This is an optimization exercise on Yosys and OpenROAD, whose aim is small area, a short achievable clock period and few clock cycles per item, not a production implementation. The RTL was checked by simulation tests, not by an equivalence proof against the original design.

## north
// hue_px
module hue_px (
    input  wire        clk,
    input  wire        rst,
    input  wire        in_valid,
    output wire        in_ready,
    input  wire [1:0]  in_op,
    input  wire [15:0] in_a,
    input  wire [15:0] in_b,
    input  wire [7:0]  in_c,
    input  wire [15:0] in_hue,
    output wire        out_valid,
    input  wire        out_ready,
    output wire [15:0] out_a,
    output wire [15:0] out_b,
    output wire [7:0]  out_c
);
    localparam NST = 10;                      
    function integer srows(input integer k);
        srows = (k < 2) ? 0 : (k == 2 || k == NST) ? 1 : 2;
    endfunction
    function integer sdone(input integer k);
        integer i;
        begin sdone = 0; for (i = 1; i < k; i = i + 1) sdone = sdone + srows(i); end
    endfunction
    function integer hrows(input integer k);
        hrows = (k < 2) ? 0 : (k == 2) ? 1 : (k <= 7) ? 2 : (k == 8) ? 1 : 0;
    endfunction
    function integer hdone(input integer k);
        integer i;
        begin hdone = 0; for (i = 1; i < k; i = i + 1) hdone = hdone + hrows(i); end
    endfunction
    localparam HPOST = 9;                     
    reg  kv, rdy;                             
    wire en = !kv;
    assign in_ready = rdy;                
    reg        v0;
    reg [1:0]  op0;
    reg [7:0]  fr, fg, fc, fy, ft;
    always @(posedge clk) begin
        if (rst) v0 <= 1'b0;
        else if (en) v0 <= in_valid;
        if (en) begin
  ...
Size: roughly 7300 cells after synthesis, roughly 750 flip-flops.
make LEC_CHECK=0 ABC_AREA=1 CAP_MARGIN=20 CORE_MARGIN=2 CORE_UTILIZATION=40 SLEW_MARGIN=20 finish   # period 16.0 ns
run.sh (not shown) runs the stock make flow with config.mk's settings and CLKGATE_MAP_FILE= SYNTH_SCRIPT=/design/flow/synth_recipe.tcl, a recipe that flattens the netlist after the stock synthesis.
Testbench counts of north, summed over its fixed seeds: cycles 9,696, items 9,600.
Modified inputs, south compared to north
--- a/flow/design.v
+++ b/flow/design.v
@@ -27,15 +27,15 @@
     endfunction
     function integer hdone(input integer k);
         integer i;
         begin hdone = 0; for (i = 1; i < k; i = i + 1) hdone = hdone + hrows(i); end
     endfunction
     localparam HPOST = 9;                     
-    reg  kv, rdy;                             
+    reg  kv;                                  
     wire en = !kv;
-    assign in_ready = rdy;                
+    assign in_ready = en;
     reg        v0;
     reg [1:0]  op0;
     reg [7:0]  fr, fg, fc, fy, ft;
     always @(posedge clk) begin
         if (rst) v0 <= 1'b0;
         else if (en) v0 <= in_valid;
@@ -278,27 +278,22 @@
             default: x = {8'b0, st[NST].snq[15:8], 8'b0, st[NST].snq[7:0], st[NST].srem};
         endcase
     end
     wire xv = st[NST].vv;
     reg        ov;
     reg [39:0] od, kd;
-    reg        kv_n;
-    always @(*) begin
-        if (kv)                    kv_n = !out_ready;
-        else if (!ov || out_ready) kv_n = 1'b0;
-        else                       kv_n = xv;
-    end
     always @(posedge clk) begin
         if (rst) begin
-            ov  <= 1'b0;
-            kv  <= 1'b0;
-            rdy <= 1'b1;
-        end else begin
-            kv  <= kv_n;
-            rdy <= !kv_n;
-            if (!kv && (!ov || out_ready)) ov <= xv;
+            ov <= 1'b0;
+            kv <= 1'b0;
+        end else if (kv) begin
+            if (out_ready) kv <= 1'b0;
+        end else if (!ov || out_ready) begin
+            ov <= xv;
+        end else if (xv) begin
+            kv <= 1'b1;
         end
         if (kv) begin
             if (out_ready) od <= kd;
         end else if (!ov || out_ready) begin
             od <= x;
         end else begin
==> results.txt <==
- Diff north -> south: width of the chip about even, non-clock buffer contribution to total cell area about even, post-layout instance count excluding filler cells about even, synthesized netlist net count about even, wire length rose 1.4%.
- Re maximum frequency from static timing analysis: south is 11 MHz down on north.
- ~same final area in south and north
- As far as clock sink total is concerned, south and north perform about the same.
- Startpoint of the worst setup timing path: kv -> south, fc[7] -> north
- As far as length of routed met2 wiring is concerned, north and south perform about the same.
Testbench counts of south, summed over its fixed seeds: cycles 9,696, items 9,600.

--- another note on this design; it stands on its own ---

Design hue_px, start of the top module:
module hue_px (
    input  wire        clk,
    input  wire        rst,
    input  wire        in_valid,
    output wire        in_ready,
    input  wire [1:0]  in_op,
    input  wire [15:0] in_a,
    input  wire [15:0] in_b,
    input  wire [7:0]  in_c,
    input  wire [15:0] in_hue,
    output wire        out_valid,
    input  wire        out_ready,
    output wire [15:0] out_a,
    output wire [15:0] out_b,
    output wire [7:0]  out_c
);
Size in the first run: ~7,300 cells after synthesis, roughly 640 flip-flops.
make LEC_CHECK=0 ABC_AREA=1 CAP_MARGIN=20 CORE_MARGIN=2 CORE_UTILIZATION=55 PLACE_DENSITY=0.7 SLEW_MARGIN=20 finish   # period 16.0 ns
run.sh (not shown) runs the stock make flow with config.mk's settings and CLKGATE_MAP_FILE= SYNTH_SCRIPT=/design/flow/synth_recipe.tcl, a recipe that flattens the netlist after the stock synthesis.
The starting point went through all stages and came out clean.
Testbench counts at the start, summed over its fixed seeds: cycles 9,680, items 9,600.
Then changed:
- CORE_UTILIZATION: 55 -> 65
- PLACE_DENSITY: 0.7 -> 0.8
Count of clock-buffer cells in the layout goes up by 6; final area goes down by 0.63%; core utilization goes up by 11 points; routed wire length hardly moves; synthesized cell count is unchanged.

==> static timing again, ports no longer ideal <==
How much do the figures lean on ideal ports? The routed layouts below were timed once more, with nothing changed but the port constraints.
Step 1, drivers: a clkbuf_16 drives clk and a buf_2 each remaining input, both assumed.
Step 2 moves the port delays by t, midway between the first and last clock arrival at a register: inputs arrive t later, outputs are due t later. That takes back most of the time a late clock gives input paths.
Three values: ideal ports, drivers, drivers and shift; two values: the first two.
run | t (ns) | slack for setup (ns) | worst setup path after step 2 | latest minus earliest clock arrival (ns) | worst register clock-pin slew, ns
north | 0.757 | 10.264 / 10.264 / 10.264 | register to register | 0.039 / 0.038 | 0.07 / 0.07
south | 0.774 | 9.860 / 9.782 / 10.255 | register to register | 0.047 / 0.047 | 0.07 / 0.07
the first run of note 2 | 0.740 | 10.168 / 10.168 / 10.168 | register to register | 0.042 / 0.042 | 0.06 / 0.06
the second run of note 2 | 0.706 | 10.107 / 10.107 / 10.107 | register to register | 0.031 / 0.031 | 0.06 / 0.06
After both steps setup and hold are still met in every run listed.
